What follows belongs to an exercise in optimizing a design on an open flow for small area and a short achievable clock period; a production flow would make more cautious choices. Function was checked by simulation only, so behaviour that the tests miss may differ from the original.

## flow/design.v (module list and top-level ports; edited modules follow where they fit)
// module lzc53: 143 lines
// module lzc57: 143 lines
// module addbk57: 224 lines
// module addbk106: 418 lines
// module incbk55: 161 lines
// module incbk62: 182 lines
// module shr56: 27 lines
// module fp64_mul_front: 39 lines
// module fp64_mul_cpa: 13 lines
// module fp64_mul_round: 36 lines
// module fp64_booth_enc: 89 lines
// module fp64_mul_tree: 4511 lines
// module fp64_fa: 10 lines
// module fp64_ha: 9 lines
// module fp64_add_pre: 27 lines
// module fp64_add_align: 45 lines
// module fp64_add_norm: 41 lines
// module env_amp_dp: 129 lines
module env_amp_dp (
    input  wire        clk,
    input  wire        rst,
    input  wire        in_valid,
    input  wire [63:0] base,
    input  wire [63:0] delta,
    input  wire [63:0] p,
    output wire        out_valid,
    output wire [63:0] out
);
  // ...
==> flow/flow/run.sh <==
#!/bin/bash
# Layout flow: the standard synthesis except that the final ABC mapping
# runs per module with the scripts flow/abc_map.txt assigns (flow/synth.tcl);
# then a netlist pass (flow/polarity.py) that re-assigns the polarity of the
# full adders, removing inverters between them, and drops synthesis buffers;
# then the standard layout with plain buffers (buf_2) on the ports.
# Registers are as the standard synthesis makes them. Each tool's output
# goes to a log_*.log file here. An optional argument is the last ORFS make
# target (default finish).
set -euo pipefail
RES=orfs/results/sky130hd/env_amp_dp/base
export FLOW_FLOW_DIR=$(pwd)/flow
bash standard.sh "SYNTH_SCRIPT=$(pwd)/flow/synth.tcl" synth > log_1_synth.log 2>&1
cp $RES/1_2_yosys.v log_netlist_synth.v.log
python3 flow/polarity.py $RES/1_2_yosys.v $RES/1_2_yosys_pol.v > log_2_polarity.log 2>&1
mv $RES/1_2_yosys_pol.v $RES/1_2_yosys.v
rm -f $RES/1_synth.odb
bash standard.sh "SYNTH_SCRIPT=$(pwd)/flow/synth.tcl" synth > log_3_synth_odb.log 2>&1
bash standard.sh "SYNTH_SCRIPT=$(pwd)/flow/synth.tcl" "BUFFER_PORTS_ARGS=-buffer_cell sky130_fd_sc_hd__buf_2" "${1:-finish}" > log_4_layout.log 2>&1
==> flow/flow/abc_amap.script <==
strash
dch
amap
topo
stime -c
==> flow/flow/abc_map.txt <==
# ABC script per module (script file in flow/, then module names)
abc_amap.script env_amp_dp fp64_mul_front lzc53 fp64_booth_enc fp64_fa fp64_ha fp64_add_align shr56 addbk57 fp64_add_norm lzc57 incbk62 fp64_mul_cpa fp64_add_pre
abc_mapa.script fp64_mul_tree fp64_mul_round incbk55
abc_nf.script addbk106
==> flow/flow/abc_mapa.script <==
strash
dch
map -a
topo
stime -c
==> flow/flow/abc_nf.script <==
strash
&get -n
&dch
&nf
&put
topo
stime -c
==> flow/flow/polarity.py <==
#!/usr/bin/env python3
"""Re-assign the polarity of full adders in a flat gate-level netlist.

Buffers from synthesis are removed too (placement buffers nets as needed).

A full adder is self-dual: FA(~a, ~b, ~c) = (~sum, ~cout). Synthesis often
leaves inverters between adders of a carry-save tree; this pass removes every
inverter, picks for each full adder whether it works on true or inverted
signals (a local search that minimises the number of signals needed in both
polarities), and adds back one inverter per signal that some load needs in
the polarity its driver does not give. The function of the netlist is
unchanged; only combinational cells change, registers are untouched.

usage: polarity.py IN.v OUT.v
"""
import re
import sys
import collections

INV_RE = re.compile(r"^sky130_fd_sc_hd__(inv|clkinv)_\d+$")
BUF_RE = re.compile(r"^sky130_fd_sc_hd__(buf|clkbuf)_\d+$")
FA = "sky130_fd_sc_hd__fa_1"
FA_OUT = ("SUM", "COUT")
FA_IN = ("A", "B", "CIN")
OUT_PINS = {"X", "Y", "Q", "Q_N", "SUM", "COUT", "HI", "LO"}

def main(src, dst):
    text = open(src).read()
    m = re.search(r"^module\s+(\S+)\s*\((.*?)\);", text, re.S | re.M)
    body_start = m.end()
    end = text.rindex("endmodule")
    body = text[body_start:end]
    # split body into statements
    stmts = [s.strip() for s in body.split(";") if s.strip()]
    decls, cells, assigns = [], [], []
    ports_in, ports_out = set(), set()
    cell_re = re.compile(r"^(\S+)\s+(\S+)\s*\((.*)\)$", re.S)
    for s in stmts:
        if s.startswith(("wire", "input", "output", "reg")):
            decls.append(s)
            kind = s.split()[0]
            if kind in ("input", "output"):
                toks = s.split()
                name = toks[-1]
                width = None
                if toks[1].startswith("["):
                    hi, lo = re.match(r"\[(\d+):(\d+)\]", toks[1]).groups()
                    names = [f"{name}[{i}]" for i in range(int(lo), int(hi) + 1)]
                else:
                    names = [name]
                (ports_in if kind == "input" else ports_out).update(names)
            continue
        if s.startswith("assign"):
            assigns.append(s)
            continue
        cm = cell_re.match(s)
        if not cm:
            raise SystemExit("cannot parse: " + s[:120])
        typ, name, pins = cm.groups()
        pm = collections.OrderedDict()
        for pn, net in re.findall(r"\.(\w+)\(\s*([^()]*?)\s*\)", pins):
            pm[pn] = net
        cells.append([typ, name, pm])

    # widths of declared vectors, to expand part selects in assigns
    vec = {}
    for d in decls:
        toks = d.split()
        if len(toks) >= 3 and toks[1].startswith("["):
            hi, lo = re.match(r"\[(\d+):(\d+)\]", toks[1]).groups()
            vec[toks[-1]] = (int(hi), int(lo))

    def bits(expr):
        """List of bit-level net names (MSB first) of an assign operand."""
        expr = expr.strip()
        if expr.startswith("{"):
            out = []
            for part in split_top(expr[1:-1]):
                out += bits(part)
            return out
        m = re.match(r"^(\d+)'([bhd])([0-9a-fA-FxXzZ_]+)$", expr)
        if m:
            w, base, val = int(m.group(1)), m.group(2), m.group(3).replace("_", "")
            v = int(val, {"b": 2, "h": 16, "d": 10}[base])
            return [f"1'b{(v >> i) & 1}" for i in reversed(range(w))]
        m = re.match(r"^(\\\S+|[A-Za-z_][\w$]*)\s*\[(\d+):(\d+)\]$", expr)
        sep = lambda b: " " if b.startswith(chr(92)) else ""
        if m:
            b, hi, lo = m.group(1), int(m.group(2)), int(m.group(3))
            return [f"{b}{sep(b)}[{i}]" for i in range(hi, lo - 1, -1)]
        m = re.match(r"^(\\\S+|[A-Za-z_][\w$]*)\s*\[(\d+)\]$", expr)
        if m:
            b = m.group(1)
            return [f"{b}{sep(b)}[{m.group(2)}]"]
        if expr in vec:
            hi, lo = vec[expr]
            return [f"{expr}{sep(expr)}[{i}]" for i in range(hi, lo - 1, -1)]
        return [expr]

    def split_top(s):
        parts, depth, cur = [], 0, ""
        for ch in s:
            if ch == "{": depth += 1
            if ch == "}": depth -= 1
            if ch == "," and depth == 0:
                parts.append(cur); cur = ""
            else:
                cur += ch
        if cur.strip():
            parts.append(cur)
        return parts

    alias = {}
    for a in assigns:
        lhs, rhs = a[len("assign"):].split("=", 1)
        lb, rb = bits(lhs), bits(rhs)
        if len(lb) != len(rb):
            raise SystemExit("assign width mismatch: " + a[:100])
        for l, r in zip(lb, rb):
            alias[l] = r

    # drivers and loads
    driver = {}
    loads = collections.defaultdict(list)
    for idx, (typ, name, pm) in enumerate(cells):
        for pn, net in pm.items():
            if net == "":
                continue
            if pn in OUT_PINS:
                driver[net] = (idx, pn)
            else:
                loads[net].append((idx, pn))
    is_inv = [bool(INV_RE.match(c[0])) for c in cells]
    is_buf = [bool(BUF_RE.match(c[0])) and c[2].get("A", "") not in ports_in for c in cells]
    is_tr = [a or b for a, b in zip(is_inv, is_buf)]

    # root signal and polarity of each net through inverter chains
    root, pol = {}, {}
    def resolve(net):
        if net in root:
            return root[net], pol[net]
        chain = []
        n = net
        p = 0
        while True:
            if n in alias:
                chain.append((n, 0))
                n = alias[n]
                continue
            d = driver.get(n)
            if d is not None and is_tr[d[0]]:
                chain.append((n, is_inv[d[0]]))
                n = cells[d[0]][2]["A"]
                p ^= is_inv[d[0]]
                continue
            break
        r = n
        # assign polarities along the chain
        q = p
        for c, inv in chain:
            root[c], pol[c] = r, q
            q ^= inv
        root[r], pol[r] = r, 0
        return root[net], pol[net]

    allnets = set(driver) | set(loads) | set(alias)
    for n in allnets:
        resolve(n)

    # load pins per root signal (excluding inverter inputs): (cell, pin, polarity)
    rloads = collections.defaultdict(list)
    for n, ls in loads.items():
        r, p = root[n], pol[n]
        for (ci, pn) in ls:
            if is_tr[ci]:
                continue
            rloads[r].append((ci, pn, p))
    for n in ports_out:
        r, p = root[n], pol[n]
        rloads[r].append((-1, n, p))

    fa_cells = [i for i, c in enumerate(cells) if c[0] == FA]
    flip = collections.defaultdict(int)
    # FAs that drive a port net directly or whose output root is a port stay as they are
    fixed = set()
    for i in fa_cells:
        for pn in FA_OUT:
            net = cells[i][2].get(pn, "")
            if net in ports_out:
                fixed.add(i)

    def drv_pol(r):
        d = driver.get(r)
        if d is None:
            return 0
        ci, pn = d
        return flip[ci] if (cells[ci][0] == FA and pn in FA_OUT) else 0

    def cost(r):
        dp = drv_pol(r)
        for (ci, pn, p) in rloads[r]:
            need = p ^ (flip[ci] if ci >= 0 and cells[ci][0] == FA and pn in FA_IN else 0)
            if need != dp:
                return 1
        return 0

    def touched(i):
        rs = set()
        pm = cells[i][2]
        for pn in FA_OUT:
            if pm.get(pn):
                rs.add(root[pm[pn]])
        for pn in FA_IN:
            if pm.get(pn):
                rs.add(root[pm[pn]])
        return rs

    roots = set(rloads) | set(r for r in root.values())
    total0 = sum(cost(r) for r in roots)
    n_inv0 = sum(is_inv)
    n_buf0 = sum(is_buf)
    # local search, then simulated annealing with a fixed seed (deterministic)
    import random, math
    rng = random.Random(12345)
    free = [i for i in fa_cells if i not in fixed]
    tch = {i: touched(i) for i in free}
    def delta(i):
        rs = tch[i]
        before = sum(cost(r) for r in rs)
        flip[i] ^= 1
        after = sum(cost(r) for r in rs)
        flip[i] ^= 1
        return after - before
    cur = total0
    best = cur
    best_flip = dict(flip)
    it = 0
    steps = 60 * len(free)
    for step in range(steps):
        T = 1.5 * (1.0 - step / steps) + 0.01
        i = free[rng.randrange(len(free))]
        dl = delta(i)
        if dl <= 0 or rng.random() < math.exp(-dl / T):
            flip[i] ^= 1
            cur += dl
            if cur < best:
                best = cur
                best_flip = dict(flip)
    flip.clear()
    flip.update(best_flip)
    improved = True
    while improved:
        improved = False
        it += 1
        for i in free:
            if delta(i) < 0:
                flip[i] ^= 1
                improved = True
    total1 = sum(cost(r) for r in roots)

    # rebuild: drop all inverters, add one per root signal that needs it
    new_cells = []
    inv_net = {}
    new_wires = []
    k = 0
    for r in sorted(roots):
        if cost(r):
            k += 1
            nn = f"_polinv_{k}_"
            inv_net[r] = nn
            new_wires.append(nn)
            new_cells.append(["sky130_fd_sc_hd__inv_1", f"_polinv_cell_{k}_",
                              collections.OrderedDict([("A", r), ("Y", nn)])])
    for i, (typ, name, pm) in enumerate(cells):
        if is_tr[i]:
            continue
        npm = collections.OrderedDict()
        for pn, net in pm.items():
            if net == "" or pn in OUT_PINS:
                npm[pn] = net
                continue
            r, p = root[net], pol[net]
            need = p ^ (flip[i] if typ == FA and pn in FA_IN else 0)
            npm[pn] = r if need == drv_pol(r) else inv_net[r]
        new_cells.append([typ, name, npm])
    # output ports: a port net must carry its true value; if its root differs
    # (it was driven through inverters) keep a driver for it
    extra = []
    port_assigns = []
    for n in sorted(ports_out):
        r, p = root[n], pol[n]
        if r == n:
            if drv_pol(r) != 0:
                raise SystemExit("port driven by a flipped adder: " + n)
            continue
        src_net = r if p == drv_pol(r) else inv_net[r]
        port_assigns.append((n, src_net))
    new_cells += extra

    out = [text[:body_start], "\n"]
    for d in decls:
        out.append("  " + d + " ;\n")
    for w in new_wires:
        out.append(f"  wire {w};\n")
    for n, src_net in port_assigns:
        out.append(f"  assign {n}{' ' if n.startswith(chr(92)) else ''} = {src_net}{' ' if src_net.startswith(chr(92)) else ''};\n")
    for typ, name, pm in new_cells:
        pins = ",\n".join(f"    .{pn}({net}{' ' if net.startswith(chr(92)) else ''})" for pn, net in pm.items())
        out.append(f"  {typ} {name} (\n{pins}\n  );\n")
    out.append("endmodule\n")
    open(dst, "w").write("".join(out))
    nflip = sum(flip[i] for i in fa_cells)
    print(f"cells {len(cells)} inverters {n_inv0} -> {k}, buffers {n_buf0} -> 0, assigns {len(assigns)} -> {len(port_assigns)}; "
          f"signals needing both polarities {total0} -> {total1}; flipped adders {nflip}/{len(fa_cells)}; passes {it}")

if __name__ == "__main__":
    main(sys.argv[1], sys.argv[2])
==> flow/flow/synth.tcl <==
# The standard flow's synthesis (synth_recipe.tcl) with one change: the final ABC mapping
# runs module by module with the ABC scripts that flow/abc_map.txt assigns
# (area-oriented mapping where timing allows); modules it does not list get
# ORFS's script as in the standard synthesis. This needs SYNTH_HIERARCHICAL 1,
# which keeps the modules apart until the flatten below.
proc synth {args} { yosys synth -nofsm -noshare {*}$args }
proc abc {args} {
  set i [lsearch -exact $args -script]
  set fh [open $::env(FLOW_FLOW_DIR)/abc_map.txt r]
  set rest "*"
  while {[gets $fh line] >= 0} {
    set line [string trim $line]
    if {$line eq "" || [string index $line 0] eq "#"} { continue }
    set script [lindex $line 0]
    set mods [lrange $line 1 end]
    set margs [lreplace $args [expr {$i + 1}] [expr {$i + 1}] $::env(FLOW_FLOW_DIR)/$script]
    yosys abc {*}$margs {*}$mods
    foreach m $mods { append rest " $m %d" }
  }
  close $fh
  yosys abc {*}$args {*}$rest
}
source $::env(SCRIPTS_DIR)/synth.tcl
# left out here: clear keep_hierarchy, flatten, clean up, hide names made inside functions, write 1_2_yosys.v
==> flow/standard.sh <==
#!/bin/bash
# synth_recipe.tcl (not shown) runs the flow's synth.tcl, then flattens the netlist and writes it again
# the make line also repeats each setting of config.mk as NAME=value (left out here)
make -C /OpenROAD-flow-scripts/flow DESIGN_CONFIG=/design/flow/config.mk WORK_HOME=/design/flow/orfs CLKGATE_MAP_FILE= SYNTH_SCRIPT=/design/flow/synth_recipe.tcl "${@:-finish}"
==> flow/config.mk <==
export PLATFORM = sky130hd
export DESIGN_NAME = env_amp_dp
export DESIGN_NICKNAME = env_amp_dp
export VERILOG_FILES = /design/flow/design.v
export SDC_FILE = /design/flow/constraint.sdc
export NUM_CORES = 8
export LEC_CHECK = 0
export ABC_AREA = 1
export CAP_MARGIN = 40
export CORE_MARGIN = 2
export CORE_UTILIZATION = 40
export SLEW_MARGIN = 30
export SYNTH_HIERARCHICAL = 1
==> flow/constraint.sdc <==
create_clock -name core_clock -period 48.0 [get_ports {clk}]
set_input_delay 9.6000 -clock core_clock [delete_from_list [all_inputs] [get_ports {clk}]]
set_output_delay 9.6000 -clock core_clock [all_outputs]
set_load 0.01 [all_outputs]
==> metrics.md, run 1 <==
| Metric | Value |
|---|---|
| Global-route wire length before repair | 662 mm |
| Worst Slack Setup Final | 37190 ps |
| WHS | 317 ps |
| # port buffers | 259 |
| Post-Route WL | 456 mm |
| Status | finished clean |
| Max-cap violations | 0 |
| Final nets | 13200 |
| Clk buf depth | 3 |
| Number of buffers created by CTS | 89 |
| FF-to-FF Start | g_e.r[8] |
| Sequential share of cell area | 15.4% |
| Worst-Skew Late Latency | 770 ps |
| Worst R2R End | o[60] |
| Worst Path Required | 38400 ps |
| Global routing's busiest layer | met2 |
| Cell Chain, Critical Path | buf_2 |
| Setup violators final | 0 |
| Sink Count | 823 |
| #MultiIn Comb | 8989 |
| Critical-path top delay cell | dfxtp_1 |
| Finished Layout Cells | 14500 |
| HP Start | g_a.r[27] |
| CTS resizes | 0 |
| Top Layer Used | met5 |
| Metal-1 WL | 170 mm |
| WL/cell | 31.5 microns |
==> module fp64_mul_cpa, before the edit <==
module fp64_mul_cpa (
    input  wire [105:0] pa,
    input  wire [105:0] pb,
    output wire [54:0]  w,
    output wire         st_lo
);
    wire [105:0] s;
    wire         co;
    addbk106 u_add (.a(pa), .b(pb), .cin(1'b0), .s(s), .cout(co));
    assign w = s[105:51];
    wire [50:0] pz = (pa[50:0] ^ pb[50:0]) ^ {pa[49:0] | pb[49:0], 1'b0};
    assign st_lo = |pz;
endmodule
==> module fp64_mul_round, before the edit <==
module fp64_mul_round (
    input  wire [54:0]        w,
    input  wire               st_lo,
    input  wire signed [12:0] e_pre,
    output wire [52:0]        sig,
    output wire signed [12:0] em,
    output wire [1:0]         inc       
);
    wire norm = (e_pre > 13'sd0);
    wire m105 = w[54];
    wire signed [12:0] ks_full = 13'sd2 - e_pre;
    wire [5:0]  ks = (ks_full > 13'sd56) ? 6'd56 : ks_full[5:0];
    wire [55:0] ts = ~({56{1'b1}} << ks);             
    wire [54:0] gs = ts[54:0] & ~ts[55:1];            
    wire [54:0] ls = {ts[53:0], 1'b0} & ~ts[54:0];    
    wire g_s  = |(w & gs);
    wire l_s  = |(w & ls);
    wire st_s = |(w & ts[54:0] & ~gs);
    wire g_n  = m105 ? w[1] : w[0];
    wire l_n  = m105 ? w[2] : w[1];
    wire st_n = m105 & w[0];
    wire g   = norm ? g_n : g_s;
    wire lsb = norm ? l_n : l_s;
    wire st  = st_lo | (norm ? st_n : st_s);
    wire ru  = g & (st | lsb);
    wire [54:0] t = norm ? {53'd0, m105, 1'b1} : ts[54:0];
    wire [54:0] up;
    wire        up_co;
    incbk55 u_inc (.a(w | t), .s(up), .cout(up_co));
    wire [55:0] r = ru ? {up_co, up} : {1'b0, w & ~t};
    assign sig = r[54] ? r[54:2] : {r[55] | r[53], r[52:1]};
    assign inc = {r[55], r[54]};
    wire signed [12:0] e_p1 = e_pre + 13'sd1;
    wire signed [12:0] e_p2 = e_pre + 13'sd2;
    assign em  = r[55] ? e_p2 : r[54] ? e_p1 : e_pre;
endmodule
==> module fp64_add_pre, before the edit <==
module fp64_add_pre (
    input  wire [10:0]        ec,       
    input  wire signed [12:0] e_pre,
    input  wire [1:0]         inc,
    output wire               swap,     
    output wire [5:0]         d         
);
    wire [13:0] Ec = {3'b000, (ec == 11'd0) ? 11'd1 : ec};
    wire [13:0] e0 = {e_pre[12], e_pre};
    wire [13:0] dm0 = e0 - Ec;                  
    wire [13:0] dm1 = e0 - Ec + 14'd1;
    wire [13:0] dm2 = e0 - Ec + 14'd2;
    wire [13:0] dc0 = Ec - e0;                  
    wire [13:0] dc1 = Ec - e0 - 14'd1;
    wire [13:0] dc2 = Ec - e0 - 14'd2;
    wire sw0 = ~dm0[13] & (dm0 != 14'd0);
    wire sw1 = ~dm1[13] & (dm1 != 14'd0);
    wire sw2 = ~dm2[13] & (dm2 != 14'd0);
    wire [13:0] dd0 = sw0 ? dm0 : dc0;
    wire [13:0] dd1 = sw1 ? dm1 : dc1;
    wire [13:0] dd2 = sw2 ? dm2 : dc2;
    wire [5:0] d0 = (dd0[13:6] != 8'd0) ? 6'd63 : dd0[5:0];
    wire [5:0] d1 = (dd1[13:6] != 8'd0) ? 6'd63 : dd1[5:0];
    wire [5:0] d2 = (dd2[13:6] != 8'd0) ? 6'd63 : dd2[5:0];
    assign swap = inc[1] ? sw2 : inc[0] ? sw1 : sw0;
    assign d    = inc[1] ? d2  : inc[0] ? d1  : d0;
endmodule
==> module fp64_add_align, before the edit <==
module fp64_add_align (
    input  wire [63:0]        c,
    input  wire               sm,
    input  wire signed [12:0] em,
    input  wire [52:0]        sigm,
    input  wire               m_nan,
    input  wire               m_inf,
    input  wire               swap,
    input  wire [5:0]         d,
    output wire [56:0]        S,
    output wire [11:0]        EX,
    output wire               sub,
    output wire               sX,
    output wire               spec,       
    output wire               spec_one
);
    wire        sc = c[63];
    wire [10:0] ec = c[62:52];
    wire        c_sub = (ec == 11'd0);
    wire        c_max = (ec == 11'h7FF);
    wire        c_fz  = (c[51:0] == 52'd0);
    wire        c_nan = c_max & ~c_fz;
    wire        c_inf = c_max & c_fz;
    wire [12:0] Ec    = {2'b00, c_sub ? 11'd1 : ec};
    wire [52:0] sigc  = {~c_sub, c[51:0]};
    wire [52:0] sigX = swap ? sigm : sigc;
    wire [52:0] sigY = swap ? sigc : sigm;
    assign      sX   = swap ? sm : sc;
    wire        sY   = swap ? sc : sm;
    assign      EX   = swap ? em[11:0] : Ec[11:0];
    wire [55:0] yal;
    wire        yst;
    shr56 u_al (.a({sigY, 3'b000}), .amt(d), .y(yal), .st(yst));
    wire [56:0] y57 = {1'b0, yal[55:1], yal[0] | yst};
    wire [56:0] x57 = {1'b0, sigX, 3'b000};
    assign sub = sX ^ sY;
    wire [56:0] a_in = x57 ^ {57{sub & sX}};
    wire [56:0] b_in = y57 ^ {57{sub & sY}};
    wire        co;
    addbk57 u_add (.a(a_in), .b(b_in), .cin(sub), .s(S), .cout(co));
    wire m_ovf = ~em[12] & (em[11:0] >= 12'd2047);
    wire s_nan = c_nan | m_nan | (c_inf & (m_inf | m_ovf) & (sc ^ sm));
    assign spec     = s_nan | c_inf | m_inf;
    assign spec_one = ~s_nan & (c_inf ? ~sc : ~sm);
endmodule
==> module env_amp_dp, before the edit <==
module env_amp_dp (
    input  wire        clk,
    input  wire        rst,
    input  wire        in_valid,
    input  wire [63:0] base,
    input  wire [63:0] delta,
    input  wire [63:0] p,
    output wire        out_valid,
    output wire [63:0] out
);
    localparam CUT_A = 1;    
    localparam CUT_B = 0;    
    localparam CUT_C = 1;    
    localparam CUT_D = 1;    
    localparam CUT_E = 1;    
    localparam NST = 2 + CUT_A + CUT_B + CUT_C + CUT_D + CUT_E;
    reg [NST-1:0] vld;
    always @(posedge clk) begin
        if (rst) vld <= {NST{1'b0}};
        else     vld <= {vld[NST-2:0], in_valid};
    end
    assign out_valid = vld[NST-1];
    reg [63:0] c0, a0, b0;
    always @(posedge clk) begin
        c0 <= base;
        a0 <= delta;
        b0 <= p;
    end
    wire [51:0]        xf;
    wire [26:0]        one, two;    
    wire [25:0]        neg;
    wire signed [12:0] e_pre;
    wire               sm, m_nan, m_inf, m_zero;
    fp64_mul_front u_front (.a(a0), .b(b0), .xf_n(xf), .one_n(one), .two_n(two), .neg(neg),
                            .e_pre(e_pre), .sm(sm), .m_nan(m_nan), .m_inf(m_inf),
                            .m_zero(m_zero));
    localparam WA = 52 + 80 + 13 + 3 + 64;
    wire [WA-1:0] ra;
    generate if (CUT_A) begin : g_a
        reg [WA-1:0] r;
        always @(posedge clk) r <= {xf, one, two, neg, e_pre, sm, m_nan, m_inf, c0};
        assign ra = r;
    end else begin : g_a
        assign ra = {xf, one, two, neg, e_pre, sm, m_nan, m_inf, c0};
    end endgenerate
    wire [51:0]        xf_a  = ra[WA-1 -: 52];
    wire [26:0]        one_a = ra[WA-53 -: 27];
    wire [26:0]        two_a = ra[WA-80 -: 27];
    wire [25:0]        neg_a = ra[WA-107 -: 26];
    wire signed [12:0] e_a  = ra[79:67];
    wire               sm_a = ra[66], nan_a = ra[65], inf_a = ra[64];
    wire [63:0]        c_a  = ra[63:0];
    wire [105:0] pa, pb;
    fp64_mul_tree u_tree (.xf_n(xf_a), .one_n(one_a), .two_n(two_a), .neg(neg_a), .pa(pa), .pb(pb));
    localparam WB = 212 + 13 + 3 + 64;
    wire [WB-1:0] rb;
    generate if (CUT_B) begin : g_b
        reg [WB-1:0] r;
        always @(posedge clk) r <= {pa, pb, e_a, sm_a, nan_a, inf_a, c_a};
        assign rb = r;
    end else begin : g_b
        assign rb = {pa, pb, e_a, sm_a, nan_a, inf_a, c_a};
    end endgenerate
    wire [105:0]       pa_b = rb[WB-1 -: 106];
    wire [105:0]       pb_b = rb[WB-107 -: 106];
    wire signed [12:0] e_b  = rb[79:67];
    wire               sm_b = rb[66], nan_b = rb[65], inf_b = rb[64];
    wire [63:0]        c_b  = rb[63:0];
    wire [54:0] w;
    wire        st_lo;
    fp64_mul_cpa u_cpa (.pa(pa_b), .pb(pb_b), .w(w), .st_lo(st_lo));
    localparam WC = 55 + 1 + 13 + 3 + 64;
    wire [WC-1:0] rc;
    generate if (CUT_C) begin : g_c
        reg [WC-1:0] r;
        always @(posedge clk) r <= {w, st_lo, e_b, sm_b, nan_b, inf_b, c_b};
        assign rc = r;
    end else begin : g_c
        assign rc = {w, st_lo, e_b, sm_b, nan_b, inf_b, c_b};
    end endgenerate
    wire [54:0]        w_c  = rc[WC-1 -: 55];
    wire               st_c = rc[80];
    wire signed [12:0] e_c  = rc[79:67];
    wire               sm_c = rc[66], nan_c = rc[65], inf_c = rc[64];
    wire [63:0]        c_c  = rc[63:0];
    wire [52:0]        sig;
    wire signed [12:0] em;
    wire [1:0]         inc;
    fp64_mul_round u_rnd (.w(w_c), .st_lo(st_c), .e_pre(e_c), .sig(sig), .em(em), .inc(inc));
    wire               swap;
    wire [5:0]         d;
    fp64_add_pre u_pre (.ec(c_c[62:52]), .e_pre(e_c), .inc(inc), .swap(swap), .d(d));
    localparam WD = 53 + 13 + 7 + 3 + 64;
    wire [WD-1:0] rd;
    generate if (CUT_D) begin : g_d
        reg [WD-1:0] r;
        always @(posedge clk) r <= {sig, em, swap, d, sm_c, nan_c, inf_c, c_c};
        assign rd = r;
    end else begin : g_d
        assign rd = {sig, em, swap, d, sm_c, nan_c, inf_c, c_c};
    end endgenerate
    wire [52:0]        sig_d  = rd[WD-1 -: 53];
    wire signed [12:0] em_d   = rd[86:74];
    wire               swap_d = rd[73];
    wire [5:0]         d_d    = rd[72:67];
    wire               sm_d = rd[66], nan_d = rd[65], inf_d = rd[64];
    wire [63:0]        c_d  = rd[63:0];
    wire [56:0] S;
    wire [11:0] EX;
    wire        sub, sX, spec, spec_one;
    fp64_add_align u_align (.c(c_d), .sm(sm_d), .em(em_d), .sigm(sig_d), .m_nan(nan_d),
                            .m_inf(inf_d), .swap(swap_d), .d(d_d), .S(S), .EX(EX), .sub(sub), .sX(sX),
                            .spec(spec), .spec_one(spec_one));
    localparam WE = 57 + 12 + 4;
    wire [WE-1:0] re;
    generate if (CUT_E) begin : g_e
        reg [WE-1:0] r;
        always @(posedge clk) r <= {S, EX, sub, sX, spec, spec_one};
        assign re = r;
    end else begin : g_e
        assign re = {S, EX, sub, sX, spec, spec_one};
    end endgenerate
    wire [63:0] vres;
    fp64_add_norm u_norm (.S(re[72:16]), .EX(re[15:4]), .sub(re[3]), .sX(re[2]),
                          .spec(re[1]), .spec_one(re[0]), .v(vres));
    reg [63:0] o;
    always @(posedge clk) o <= vres;
    assign out = o;
endmodule
==> run 2, diff against run 1 <==
--- a/flow/design.v
+++ b/flow/design.v
@@ -508,20 +508,20 @@
     assign s[56] = p[56] ^ gg57;
     assign cout = gg104;
 endmodule
-module addbk106 (
+module cpa106_51 (
     input  wire [105:0] a,
     input  wire [105:0] b,
-    input  wire        cin,
-    output wire [105:0] s,
-    output wire        cout
+    output wire [54:0] s,
+    output wire        st
 );
     wire [105:0] p, g0;
     genvar i;
     generate for (i = 0; i < 106; i = i + 1) begin : g_pg
         fp64_ha u_pg (.a(a[i]), .b(b[i]), .s(p[i]), .co(g0[i]));
     end endgenerate
-    wire gc = g0[0] | (p[0] & cin);
-    wire gg1 = g0[1] | (p[1] & gc);
+    wire [50:0] z = p[50:0] ^ {p[49:0] | g0[49:0], 1'b0};
+    assign st = |z;
+    wire gg1 = g0[1] | (p[1] & g0[0]);
     wire gg2 = g0[3] | (p[3] & g0[2]);
     wire pp2 = p[3] & p[2];
     wire gg3 = g0[5] | (p[5] & g0[4]);
@@ -818,113 +818,61 @@
     wire gg199 = g0[100] | (p[100] & gg123);
     wire gg200 = g0[102] | (p[102] & gg148);
     wire gg201 = g0[104] | (p[104] & gg111);
-    assign s[0] = p[0] ^ cin;
-    assign s[1] = p[1] ^ gc;
-    assign s[2] = p[2] ^ gg1;
-    assign s[3] = p[3] ^ gg150;
-    assign s[4] = p[4] ^ gg54;
-    assign s[5] = p[5] ^ gg151;
-    assign s[6] = p[6] ^ gg124;
-    assign s[7] = p[7] ^ gg152;
-    assign s[8] = p[8] ^ gg80;
-    assign s[9] = p[9] ^ gg153;
-    assign s[10] = p[10] ^ gg125;
-    assign s[11] = p[11] ^ gg154;
-    assign s[12] = p[12] ^ gg112;
-    assign s[13] = p[13] ^ gg155;
-    assign s[14] = p[14] ^ gg126;
-    assign s[15] = p[15] ^ gg156;
-    assign s[16] = p[16] ^ gg93;
-    assign s[17] = p[17] ^ gg157;
-    assign s[18] = p[18] ^ gg127;
-    assign s[19] = p[19] ^ gg158;
-    assign s[20] = p[20] ^ gg113;
-    assign s[21] = p[21] ^ gg159;
-    assign s[22] = p[22] ^ gg128;
-    assign s[23] = p[23] ^ gg160;
-    assign s[24] = p[24] ^ gg106;
-    assign s[25] = p[25] ^ gg161;
-    assign s[26] = p[26] ^ gg129;
-    assign s[27] = p[27] ^ gg162;
-    assign s[28] = p[28] ^ gg114;
-    assign s[29] = p[29] ^ gg163;
-    assign s[30] = p[30] ^ gg130;
-    assign s[31] = p[31] ^ gg164;
-    assign s[32] = p[32] ^ gg99;
-    assign s[33] = p[33] ^ gg165;
-    assign s[34] = p[34] ^ gg131;
-    assign s[35] = p[35] ^ gg166;
-    assign s[36] = p[36] ^ gg115;
-    assign s[37] = p[37] ^ gg167;
-    assign s[38] = p[38] ^ gg132;
-    assign s[39] = p[39] ^ gg168;
-    assign s[40] = p[40] ^ gg107;
-    assign s[41] = p[41] ^ gg169;
-    assign s[42] = p[42] ^ gg133;
-    assign s[43] = p[43] ^ gg170;
-    assign s[44] = p[44] ^ gg116;
-    assign s[45] = p[45] ^ gg171;
-    assign s[46] = p[46] ^ gg134;
-    assign s[47] = p[47] ^ gg172;
-    assign s[48] = p[48] ^ gg104;
-    assign s[49] = p[49] ^ gg173;
-    assign s[50] = p[50] ^ gg135;
-    assign s[51] = p[51] ^ gg174;
-    assign s[52] = p[52] ^ gg117;
-    assign s[53] = p[53] ^ gg175;
-    assign s[54] = p[54] ^ gg136;
-    assign s[55] = p[55] ^ gg176;
-    assign s[56] = p[56] ^ gg108;
-    assign s[57] = p[57] ^ gg177;
-    assign s[58] = p[58] ^ gg137;
-    assign s[59] = p[59] ^ gg178;
-    assign s[60] = p[60] ^ gg118;
-    assign s[61] = p[61] ^ gg179;
-    assign s[62] = p[62] ^ gg138;
-    assign s[63] = p[63] ^ gg180;
-    assign s[64] = p[64] ^ gg102;
-    assign s[65] = p[65] ^ gg181;
-    assign s[66] = p[66] ^ gg139;
-    assign s[67] = p[67] ^ gg182;
-    assign s[68] = p[68] ^ gg119;
-    assign s[69] = p[69] ^ gg183;
-    assign s[70] = p[70] ^ gg140;
-    assign s[71] = p[71] ^ gg184;
-    assign s[72] = p[72] ^ gg109;
-    assign s[73] = p[73] ^ gg185;
-    assign s[74] = p[74] ^ gg141;
-    assign s[75] = p[75] ^ gg186;
-    assign s[76] = p[76] ^ gg120;
-    assign s[77] = p[77] ^ gg187;
-    assign s[78] = p[78] ^ gg142;
-    assign s[79] = p[79] ^ gg188;
-    assign s[80] = p[80] ^ gg105;
-    assign s[81] = p[81] ^ gg189;
-    assign s[82] = p[82] ^ gg143;
-    assign s[83] = p[83] ^ gg190;
-    assign s[84] = p[84] ^ gg121;
-    assign s[85] = p[85] ^ gg191;
-    assign s[86] = p[86] ^ gg144;
-    assign s[87] = p[87] ^ gg192;
-    assign s[88] = p[88] ^ gg110;
-    assign s[89] = p[89] ^ gg193;
-    assign s[90] = p[90] ^ gg145;
-    assign s[91] = p[91] ^ gg194;
-    assign s[92] = p[92] ^ gg122;
-    assign s[93] = p[93] ^ gg195;
-    assign s[94] = p[94] ^ gg146;
-    assign s[95] = p[95] ^ gg196;
-    assign s[96] = p[96] ^ gg103;
-    assign s[97] = p[97] ^ gg197;
-    assign s[98] = p[98] ^ gg147;
-    assign s[99] = p[99] ^ gg198;
-    assign s[100] = p[100] ^ gg123;
-    assign s[101] = p[101] ^ gg199;
-    assign s[102] = p[102] ^ gg148;
-    assign s[103] = p[103] ^ gg200;
-    assign s[104] = p[104] ^ gg111;
-    assign s[105] = p[105] ^ gg201;
-    assign cout = gg149;
+    assign s[0] = p[51] ^ gg174;
+    assign s[1] = p[52] ^ gg117;
+    assign s[2] = p[53] ^ gg175;
+    assign s[3] = p[54] ^ gg136;
+    assign s[4] = p[55] ^ gg176;
+    assign s[5] = p[56] ^ gg108;
+    assign s[6] = p[57] ^ gg177;
+    assign s[7] = p[58] ^ gg137;
+    assign s[8] = p[59] ^ gg178;
+    assign s[9] = p[60] ^ gg118;
+    assign s[10] = p[61] ^ gg179;
+    assign s[11] = p[62] ^ gg138;
+    assign s[12] = p[63] ^ gg180;
+    assign s[13] = p[64] ^ gg102;
+    assign s[14] = p[65] ^ gg181;
+    assign s[15] = p[66] ^ gg139;
+    assign s[16] = p[67] ^ gg182;
+    assign s[17] = p[68] ^ gg119;
+    assign s[18] = p[69] ^ gg183;
+    assign s[19] = p[70] ^ gg140;
+    assign s[20] = p[71] ^ gg184;
+    assign s[21] = p[72] ^ gg109;
+    assign s[22] = p[73] ^ gg185;
+    assign s[23] = p[74] ^ gg141;
+    assign s[24] = p[75] ^ gg186;
+    assign s[25] = p[76] ^ gg120;
+    assign s[26] = p[77] ^ gg187;
+    assign s[27] = p[78] ^ gg142;
+    assign s[28] = p[79] ^ gg188;
+    assign s[29] = p[80] ^ gg105;
+    assign s[30] = p[81] ^ gg189;
+    assign s[31] = p[82] ^ gg143;
+    assign s[32] = p[83] ^ gg190;
+    assign s[33] = p[84] ^ gg121;
+    assign s[34] = p[85] ^ gg191;
+    assign s[35] = p[86] ^ gg144;
+    assign s[36] = p[87] ^ gg192;
+    assign s[37] = p[88] ^ gg110;
+    assign s[38] = p[89] ^ gg193;
+    assign s[39] = p[90] ^ gg145;
+    assign s[40] = p[91] ^ gg194;
+    assign s[41] = p[92] ^ gg122;
+    assign s[42] = p[93] ^ gg195;
+    assign s[43] = p[94] ^ gg146;
+    assign s[44] = p[95] ^ gg196;
+    assign s[45] = p[96] ^ gg103;
+    assign s[46] = p[97] ^ gg197;
+    assign s[47] = p[98] ^ gg147;
+    assign s[48] = p[99] ^ gg198;
+    assign s[49] = p[100] ^ gg123;
+    assign s[50] = p[101] ^ gg199;
+    assign s[51] = p[102] ^ gg148;
+    assign s[52] = p[103] ^ gg200;
+    assign s[53] = p[104] ^ gg111;
+    assign s[54] = p[105] ^ gg201;
 endmodule
 module incbk55 (
     input  wire [54:0] a,
@@ -1341,18 +1289,13 @@
     output wire [54:0]  w,
     output wire         st_lo
 );
-    wire [105:0] s;
-    wire         co;
-    addbk106 u_add (.a(pa), .b(pb), .cin(1'b0), .s(s), .cout(co));
-    assign w = s[105:51];
-    wire [50:0] pz = (pa[50:0] ^ pb[50:0]) ^ {pa[49:0] | pb[49:0], 1'b0};
-    assign st_lo = |pz;
+    cpa106_51 u_add (.a(pa), .b(pb), .s(w), .st(st_lo));
 endmodule
 module fp64_mul_round (
     input  wire [54:0]        w,
     input  wire               st_lo,
     input  wire signed [12:0] e_pre,
-    output wire [52:0]        sig,
+    output wire [52:0]        sig_n,    
     output wire signed [12:0] em,
     output wire [1:0]         inc       
 );
@@ -1378,7 +1321,7 @@
     wire        up_co;
     incbk55 u_inc (.a(w | t), .s(up), .cout(up_co));
     wire [55:0] r = ru ? {up_co, up} : {1'b0, w & ~t};
-    assign sig = r[54] ? r[54:2] : {r[55] | r[53], r[52:1]};
+    assign sig_n = ~(r[54] ? r[54:2] : {r[55] | r[53], r[52:1]});
     assign inc = {r[55], r[54]};
     wire signed [12:0] e_p1 = e_pre + 13'sd1;
     wire signed [12:0] e_p2 = e_pre + 13'sd2;
@@ -6011,30 +5954,29 @@
     output wire [5:0]         d         
 );
     wire [13:0] Ec = {3'b000, (ec == 11'd0) ? 11'd1 : ec};
-    wire [13:0] e0 = {e_pre[12], e_pre};
-    wire [13:0] dm0 = e0 - Ec;                  
-    wire [13:0] dm1 = e0 - Ec + 14'd1;
-    wire [13:0] dm2 = e0 - Ec + 14'd2;
-    wire [13:0] dc0 = Ec - e0;                  
-    wire [13:0] dc1 = Ec - e0 - 14'd1;
-    wire [13:0] dc2 = Ec - e0 - 14'd2;
-    wire sw0 = ~dm0[13] & (dm0 != 14'd0);
-    wire sw1 = ~dm1[13] & (dm1 != 14'd0);
-    wire sw2 = ~dm2[13] & (dm2 != 14'd0);
-    wire [13:0] dd0 = sw0 ? dm0 : dc0;
-    wire [13:0] dd1 = sw1 ? dm1 : dc1;
-    wire [13:0] dd2 = sw2 ? dm2 : dc2;
-    wire [5:0] d0 = (dd0[13:6] != 8'd0) ? 6'd63 : dd0[5:0];
-    wire [5:0] d1 = (dd1[13:6] != 8'd0) ? 6'd63 : dd1[5:0];
-    wire [5:0] d2 = (dd2[13:6] != 8'd0) ? 6'd63 : dd2[5:0];
-    assign swap = inc[1] ? sw2 : inc[0] ? sw1 : sw0;
-    assign d    = inc[1] ? d2  : inc[0] ? d1  : d0;
+    wire signed [13:0] D = $signed({e_pre[12], e_pre}) - $signed(Ec);    
+    wire far_p = (D > 14'sd63);
+    wire far_n = (D < -14'sd66);
+    wire signed [7:0] t0 = D[7:0];
+    wire signed [7:0] t1 = t0 + 8'sd1;
+    wire signed [7:0] t2 = t0 + 8'sd2;
+    wire sw0 = (t0 > 8'sd0), sw1 = (t1 > 8'sd0), sw2 = (t2 > 8'sd0);
+    wire [7:0] a0 = sw0 ? t0 : -t0;
+    wire [7:0] a1 = sw1 ? t1 : -t1;
+    wire [7:0] a2 = sw2 ? t2 : -t2;
+    wire [5:0] d0 = a0[6] ? 6'd63 : a0[5:0];
+    wire [5:0] d1 = a1[6] ? 6'd63 : a1[5:0];
+    wire [5:0] d2 = a2[6] ? 6'd63 : a2[5:0];
+    wire       swn = inc[1] ? sw2 : inc[0] ? sw1 : sw0;
+    wire [5:0] dn  = inc[1] ? d2  : inc[0] ? d1  : d0;
+    assign swap = far_p | (~far_n & swn);
+    assign d    = (far_p | far_n) ? 6'd63 : dn;
 endmodule
 module fp64_add_align (
     input  wire [63:0]        c,
     input  wire               sm,
     input  wire signed [12:0] em,
-    input  wire [52:0]        sigm,
+    input  wire [52:0]        sigm_n,     
     input  wire               m_nan,
     input  wire               m_inf,
     input  wire               swap,
@@ -6054,9 +5996,9 @@
     wire        c_nan = c_max & ~c_fz;
     wire        c_inf = c_max & c_fz;
     wire [12:0] Ec    = {2'b00, c_sub ? 11'd1 : ec};
-    wire [52:0] sigc  = {~c_sub, c[51:0]};
-    wire [52:0] sigX = swap ? sigm : sigc;
-    wire [52:0] sigY = swap ? sigc : sigm;
+    wire [52:0] sigc = {~c_sub, c[51:0]};
+    wire [52:0] sigX = swap ? ~sigm_n : sigc;
+    wire [52:0] sigY = swap ? sigc : ~sigm_n;
     assign      sX   = swap ? sm : sc;
     wire        sY   = swap ? sc : sm;
     assign      EX   = swap ? em[11:0] : Ec[11:0];
@@ -6201,10 +6143,10 @@
     wire signed [12:0] e_c  = rc[79:67];
     wire               sm_c = rc[66], nan_c = rc[65], inf_c = rc[64];
     wire [63:0]        c_c  = rc[63:0];
-    wire [52:0]        sig;
+    wire [52:0]        sig;         
     wire signed [12:0] em;
     wire [1:0]         inc;
-    fp64_mul_round u_rnd (.w(w_c), .st_lo(st_c), .e_pre(e_c), .sig(sig), .em(em), .inc(inc));
+    fp64_mul_round u_rnd (.w(w_c), .st_lo(st_c), .e_pre(e_c), .sig_n(sig), .em(em), .inc(inc));
     wire               swap;
     wire [5:0]         d;
     fp64_add_pre u_pre (.ec(c_c[62:52]), .e_pre(e_c), .inc(inc), .swap(swap), .d(d));
@@ -6217,7 +6159,7 @@
     end else begin : g_d
         assign rd = {sig, em, swap, d, sm_c, nan_c, inf_c, c_c};
     end endgenerate
-    wire [52:0]        sig_d  = rd[WD-1 -: 53];
+    wire [52:0]        sig_d  = rd[WD-1 -: 53];    
     wire signed [12:0] em_d   = rd[86:74];
     wire               swap_d = rd[73];
     wire [5:0]         d_d    = rd[72:67];
@@ -6226,7 +6168,7 @@
     wire [56:0] S;
     wire [11:0] EX;
     wire        sub, sX, spec, spec_one;
-    fp64_add_align u_align (.c(c_d), .sm(sm_d), .em(em_d), .sigm(sig_d), .m_nan(nan_d),
+    fp64_add_align u_align (.c(c_d), .sm(sm_d), .em(em_d), .sigm_n(sig_d), .m_nan(nan_d),
                             .m_inf(inf_d), .swap(swap_d), .d(d_d), .S(S), .EX(EX), .sub(sub), .sX(sX),
                             .spec(spec), .spec_one(spec_one));
     localparam WE = 57 + 12 + 4;
==> flow/flow/abc_map.txt (replaced) <==
# ABC script per module (script file in flow/, then module names)
abc_amap.script env_amp_dp fp64_mul_front lzc53 fp64_booth_enc fp64_fa fp64_ha fp64_add_align shr56 addbk57 fp64_mul_cpa fp64_add_pre fp64_add_norm
abc_mapa.script fp64_mul_tree fp64_mul_round incbk55 lzc57 incbk62
abc_nf.script cpa106_51
==> run 2 against run 1 <==
Net effect: synthesized cell count decreased by 3.2%; global-route usage decreased by 0.20 points; setup slack got worse by 8.6 ps; register-to-register slack improved by 270 ps; non-clock buffer count decreased by 14; utilization decreased by 0.087 points.
==> metrics.md, run 2 <==
| Metric | Value |
|---|---|
| Max FFs per register | 212 (unchanged) |
| Width of the die | 492 microns (was 498 microns) |
| Crit path largest cell delay | 340 ps (was 320 ps) |
| Unrepaired setup endpoints after global routing | no (unchanged) |
| Worst-Margin Slew | 1010 ps (was 1060 ps) |
| DR vias/cell | 6.81 (about the same) |
| GR Overflow Total | 0 (unchanged) |
| CTS tree | built (unchanged) |
| Initial core utilization | 40.2% (was 40.1%) |
| Global routing's busiest layer | met2 (unchanged) |
| Syn Area/Cell | 9.34 sq um (was 9.24 sq um) |
| Cell Rows | 179 (was 181) |
| Final Hold Fails | 0 (unchanged) |
| Post-Route WL | 443 mm (was 456 mm) |
| Critical-path top delay cell | dfxtp_1 (unchanged) |
| Cell Chain, Critical Path | buf_2 (unchanged) |
| DRT Pass-1 Iters | 9 (was 12) |
| M1 GR Usage | 43.3% (was 43.6%) |
| Reg with most FFs | g_a.r (unchanged) |
| Relative slew slack | 32.4% (was 29.3%) |
| Worst path arrival time | 1220 ps (was 1210 ps) |
| Core box area | 237000 sq um (was 243000 sq um) |
| Fmax | 92.4 MHz (was 92.5 MHz) |
| Pre-CTS setup slack | 37960 ps (was 37970 ps) |
| Share of layout cells above drive strength 1 | 7.44% (was 7.39%) |
| Chip Height | 492 microns (was 498 microns) |
| # hold bufs at CTS | 0 (unchanged) |
| Initial antenna violation count | 19 (was 17) |
| Final HPWL DP | 306 mm (was 311 mm) |
| Clk buf depth | 3 (unchanged) |
| Critical path type | flop to output pin (unchanged) |
| Met2 Resource Use GR | 53.4% (was 52.6%) |
| Final TNS setup | 0 ps (unchanged) |
| Global-route wire length before repair | 646 mm (was 662 mm) |
| M3 GR Usage | 12.7% (was 13.0%) |
| Synthesis warning total | 7 (unchanged) |
| Max Slew Vio Count | 0 (unchanged) |
| # H-tree levels | 3 (unchanged) |
| Biggest regs | g_a.r (212), g_d.r (140), g_c.r (136) (unchanged) |
| Setup violators final | 0 (unchanged) |
| Max-cap violations | 0 (unchanged) |
| Worst-path fanout max | 1 (unchanged) |
| Residual DRC | 0 (unchanged) |
| Ports | 260 (unchanged) |
| Critical path buffers and inverters | 1 (unchanged) |
| Status | finished clean (unchanged) |
| Mapped Cells | 10200 (was 10500) |
| Sink Count | 823 (unchanged) |
| Post-DRT Antenna Nets | 0 (unchanged) |
| Final nets | 12800 (was 13200) |
| Commonest non-fill, non-tap cell in the layout | o22ai_1 (unchanged) |
| Number of buffers created by CTS | 86 (was 89) |
| CTS resizes | 0 (unchanged) |
| Routability cong. | 1.01 (about the same) |
| Post-Syn Area | 95400 sq um (was 97400 sq um) |
| WHS | 311 ps (was 317 ps) |
| Largest net degree at the start of global routing | 104 (was 102) |
| Post-CTS setup buffers | 0 (unchanged) |
| WL/cell | 31.5 microns (about the same) |
| Clock transition at path regs | 90 ps (was 70 ps) |
| Finished Core Util | 45.0% (was 45.1%) |
| Crit path launch type | flop (unchanged) |
| Hold Crit Class | flop to flop (unchanged) |
| Fin crit period | 10820 ps (was 10810 ps) |
| Worst-Skew Late Latency | 750 ps (was 770 ps) |
| DRT iter0 DRCs | 13500 (was 14300) |
| GRT Total Usage | 35.4% (was 35.6%) |
| Most frequent cells in the layout | o22ai_1 (1863), xor2_1 (1450), fa_1 (1329) (was o22ai_1 (1884), xor2_1 (1417), fa_1 (1330)) |
| Critical path's top delay family | flip-flops (unchanged) |
| Final Cycle Share | 22.5% (about the same) |
| Root buf cell | clkbuf_16 (unchanged) |
| Vias in the first global route | 97400 (was 99200) |
| Die area | 242000 sq um (was 248000 sq um) |
| Area grow syn2layout | 12.0% (was 12.3%) |
| Crit path capture type | output pin (unchanged) |
| Worst Slack Setup Final | 37180 ps (was 37190 ps) |
| Via count | 95800 (was 98500) |
| # port buffers | 259 (unchanged) |
| Worst Path Required | 38400 ps (about the same) |
| Clock Skews | 62.4 ps (was 63.6 ps) |
==> run 2: layout make-up <==
class / instances / area (sq um)
diodes: 11 / 27.5
clock buffers: 112 / 2380
clock inverters: 43 / 583
fillers: 23100 / 131000
inverters: 615 / 2310
multi-input cells: 8798 / 76900
flip-flops and latches: 823 / 16800
well taps: 3167 / 3960
repair buffers: 501 / 3770
==> run 2: worst paths after layout <==
kind | startpoint | to | slack [ps] | depth (start not counted)
worst min-delay path | g_a.r[13] | g_c.r[13] | 310 | 0
worst max-delay path | o[11] | out[11] | 37180 | 1
worst min register to register | g_a.r[13] | g_c.r[13] | 310 | 0
worst max register to register | g_c.r[68] | g_d.r[69] | 38210 | 35
==> run 2: per-stage QoR <==
stage               std cells  cell area, sq um
floorplan               10200             95500
global placement        13800            103000
detailed placement      13900            104000
CTS                     14000            107000
global route            14100            107000
finish                  14100            107000
==> run 2: metal layers <==
metal | share of wire, % | up-vias
met4 | 7.3 | 16
met1 | 37 | 46200
met2 | 43 | 8227
li1 | - | 39000
met5 | 0.083 | -
met3 | 13 | 2357

-- afterwards: timing with drivers on the ports --
No port has a modelled driver above. Below, the same layouts with a new extraction and two added sets of constraints.
Step 1 (the two cells are an assumption about what drives the block):
set clk [get_ports {clk}]
set_driving_cell -lib_cell sky130_fd_sc_hd__clkbuf_16 $clk
set_driving_cell -lib_cell sky130_fd_sc_hd__buf_2 [delete_from_list [all_inputs] $clk]
Step 2, shift: input delay + t, output delay - t, t = (earliest + latest rising clock arrival at the registers) / 2. This alone moves slack from input paths to output paths.
Slacks: ideal / step 1 / step 2; pairs: ideal / step 1.
| run | t, ns | setup WS [ns] | slew at the worst register clock pin (ns) | worst slew at a driven data input, ns | cell pins on the clock port's net |
|---|---|---|---|---|---|
| run 1 | 0.832 | 37.189 / 37.098 / 37.930 | 0.07 / 0.07 | 0.04 | 1 |
| run 2 | 0.816 | 37.180 / 37.086 / 37.902 | 0.09 / 0.09 | 0.04 | 1 |
After both steps setup and hold are still met in every run listed.
